Context: an optimization exercise on an open-source flow, tuned for small area, a short achievable clock period and few clock cycles. The choices shown serve that exercise and are no tape-out recipe. Function was checked by simulation only, so behaviour that the tests miss may differ from the original.

==> inputs of 11-18 <==
Design fpu64, start of the top module:
module fpu64 (
  input             clk,
  input             rst,         
  input             in_valid,
  output            in_ready,
  input      [1:0]  in_op,       
  input      [63:0] in_a,
  input      [63:0] in_b,
  output reg        out_valid,
  output reg [63:0] out_result
);
  reg        v0;
  reg [1:0]  op0;
  reg [63:0] a0, b0;
  reg               v1;
  reg               mul1, div1;    
  reg               sp1;           
  reg         [1:0] spk1;          
  reg               sg1;           
  reg               zs1;           
  reg               sub1;          
  reg        [55:0] X;             
  reg        [55:0] Y;             
  reg signed [12:0] E1;            
  localparam P_START = 3'd0, P_ITER = 3'd1, P_F1 = 3'd2, P_DEN = 3'd4;
  reg  [2:0] ph;
  reg        fst;
  reg  [1:0] qnx;    
  reg  [4:0] cnt;
  reg [65:0] S, C;
  reg [55:0] Qn;          
  reg        cin, stk, negp, ylast;
  reg               v3;
  reg               sp3, z3, sg3, zs3;
  reg         [1:0] spk3;
  reg         [5:0] lz3;
  reg signed [12:0] E3;
  wire done2;
  wire take0 = v0 & (~v1 | done2);
  assign in_ready = ~v0 | take0;
  always @(posedge clk) begin
    if (rst) v0 <= 1'b0;
    else if (in_ready) v0 <= in_valid;
    if (in_ready) begin
      op0 <= in_op;
      a0  <= in_a;
      b0  <= in_b;
    end
  end
  wire        sa  = a0[63];
  wire        sb  = b0[63];
  wire [10:0] ea  = a0[62:52];
  ...
clock: 10.0 ns
lec_check: 0
cap_margin: 20
core_margin: 2
core_utilization: 30
setup_slack_margin: 4
slew_margin: 20
tns_end_percent: 0
run.sh (not shown) runs the stock make flow with config.mk's settings and CLKGATE_MAP_FILE= SYNTH_SCRIPT=/design/flow/synth_recipe.tcl, a recipe that flattens the netlist after the stock synthesis.
==> 07-08: changes against 11-18 <==
--- a/flow/design.v
+++ b/flow/design.v
@@ -193,15 +193,15 @@
   reg [33:0] cp, cz, cn;
   reg  [1:0] qc, sp_, sz_, sn_;
   reg [ND-1:0] dqp, dqn;
   integer j;
   always @* begin
-    ws = S[56:0];
-    wc = C[56:0];
+    ws = first ? {4'd0, X[55:3]} : S[56:0];
+    wc = first ? 57'd0 : C[56:0];
     vs = ws[56:40];
     vc = wc[56:40];
-    qc = qnx;
+    qc = first ? 2'b10 : qnx;              
     for (j = 0; j < ND; j = j + 1) begin
       dqp[ND-1-j] = qc[1];
       dqn[ND-1-j] = qc[0];
       ys2 = {ws[55:0], 1'b0};
       yc2 = {wc[55:0], 1'b0};
@@ -217,14 +217,13 @@
       vs  = qc[1] ? cp[33:17] : (qc[0] ? cn[33:17] : cz[33:17]);
       vc  = qc[1] ? cp[16:0]  : (qc[0] ? cn[16:0]  : cz[16:0]);
       qc  = qc[1] ? sp_ : (qc[0] ? sn_ : sz_);
     end
   end
-  wire div_init = (ph == P_START) & div1;
-  always @(posedge clk) qnx <= div_init ? 2'b10 : qc;
-  wire        [55:0] Qo  = X;
-  wire        [55:0] QMo = Qn;
+  always @(posedge clk) qnx <= qc;
+  wire        [55:0] Qo  = first ? 56'd0 : X;
+  wire        [55:0] QMo = first ? {56{1'b1}} : Qn;
   reg [ND-1:0] lq, lqm;
   reg          hq, hqm, t;      
   integer k;
   always @* begin
     lq = {ND{1'b0}}; lqm = {ND{1'b1}}; hq = 1'b0; hqm = 1'b1;
@@ -313,18 +312,15 @@
       C   <= t8c[77:12];
       cin <= mlow[12];
       negp  <= yb[12];
       ylast <= yb[12];
       stk <= (first ? 1'b0 : stk) | (|mlow[11:0]);
-    end else if (div_init) begin
-      S   <= {13'd0, X[55:3]};
-      C   <= 66'd0;
     end else begin
       S   <= {9'd0, ws};
       C   <= {9'd0, wc};
     end
-    Qn <= div_init ? {56{1'b1}} : QMnew;
+    Qn <= QMnew;
     if (ph == P_F1 | (ph == P_START & (sp1 | add_op)))
       S <= {9'd0, div1 ? vdiv : csum};
     if (ph == P_DEN) begin
       if (E1 < -13'sd60) S <= {65'd0, |S[56:0]};
       else               S <= {10'd0, S[56:2], S[1] | S[0]};
@@ -357,27 +353,23 @@
           end else begin
             fst <= 1'b0;
           end
           if (~prenorm & ~sp1 & ~add_op) begin
             ph  <= P_ITER;
-            if (mul1) begin
-              cnt <= 5'd1;
-              Y   <= {12'd0, Y[55:12]};
-            end else begin
-              cnt <= 5'd0;
-              X   <= 56'd0;
-            end
+            cnt <= 5'd1;
+            if (mul1) Y <= {12'd0, Y[55:12]};
+            else      X <= Qnew;
           end
         end
         P_ITER: begin
           cnt <= cnt + 5'd1;
           if (mul1) begin
             Y <= {12'd0, Y[55:12]};
             if (cnt == 5'd4) ph <= P_F1;
           end else begin
             X <= Qnew;
-            if (cnt == 56 / ND - 1) ph <= P_F1;    
+            if (cnt == 56 / ND - 1) ph <= P_F1;
           end
         end
         P_F1: begin
           if (~e_ok) ph <= P_DEN;
         end
==> results.toml <==
[status]
outcome = "timing/DRC/antenna clean"

[floorplan]
die_x_um = 509

[final_layout]
multi_input_area_share_pct = 66.7
drive_gt1_share_pct = 10.9
final_core_util_pct = 34.0
multi_input_area_sq_um = 57600

[clocking]
cts_setup_buffers = 65

[placed_design]
gp_congestion = 1.04

[synth]
synth_cell_types = 125

[setup_path]
critPathArrivalTime_ns = 7.73
crit_buf_inv = 2
reg2regPathDepth = 23

[global_routing]
grt_pass1_vias = 74300
(the above is from 07-08)
==> results.toml <==
[status]
outcome = "timing/DRC/antenna clean"

[final_layout]
multi_input_area_share_pct = 66.0
multi_input_area_sq_um = 57000
drive_gt1_share_pct = 10.9

[clocking]
cts_setup_buffers = 76

[placed_design]
gp_congestion = 1.12
port_buffers = 198

[global_routing]
track_usage_pct = 31.4
grt_pass1_vias = 74700

[setup_path]
reg2regPathDepth = 22
crit_buf_inv = 3
cp.required_ns = 10.67
critPathArrivalTime_ns = 7.62

[sta]
slew_headroom_pct = 14.2

[floorplan]
die_x_um = 507

[min_path]
hold_depth = 0
(the above is from 11-18)
Testbench counts of 11-18, summed over its fixed seeds: cycles 66,305.
Testbench counts of 07-08, summed over its fixed seeds: cycles 63,835.

-- port drivers added, routing unchanged --
No port has a modelled driver above. Below, the same layouts with a new extraction and two added sets of constraints.
Step 1 (the two cells are an assumption about what drives the block):
set clk [get_ports {clk}]
set_driving_cell -lib_cell sky130_fd_sc_hd__clkbuf_16 $clk
set_driving_cell -lib_cell sky130_fd_sc_hd__buf_2 [delete_from_list [all_inputs] $clk]
Step 2, shift: input delay + t, output delay - t, t = (earliest + latest rising clock arrival at the registers) / 2. This alone moves slack from input paths to output paths.
Three values: no drivers, after step 1, after step 2; two values: the first two.
run | shift t [ns] | setup WS [ns] | worst setup path at the end | clock arrival spread, ns
11-18 | 0.848 | 3.054 / 3.054 / 3.054 | register to register | 0.073 / 0.073
07-08 | 0.824 | 2.885 / 2.885 / 2.885 | register to register | 0.043 / 0.042
After both steps setup and hold are still met in every run listed.
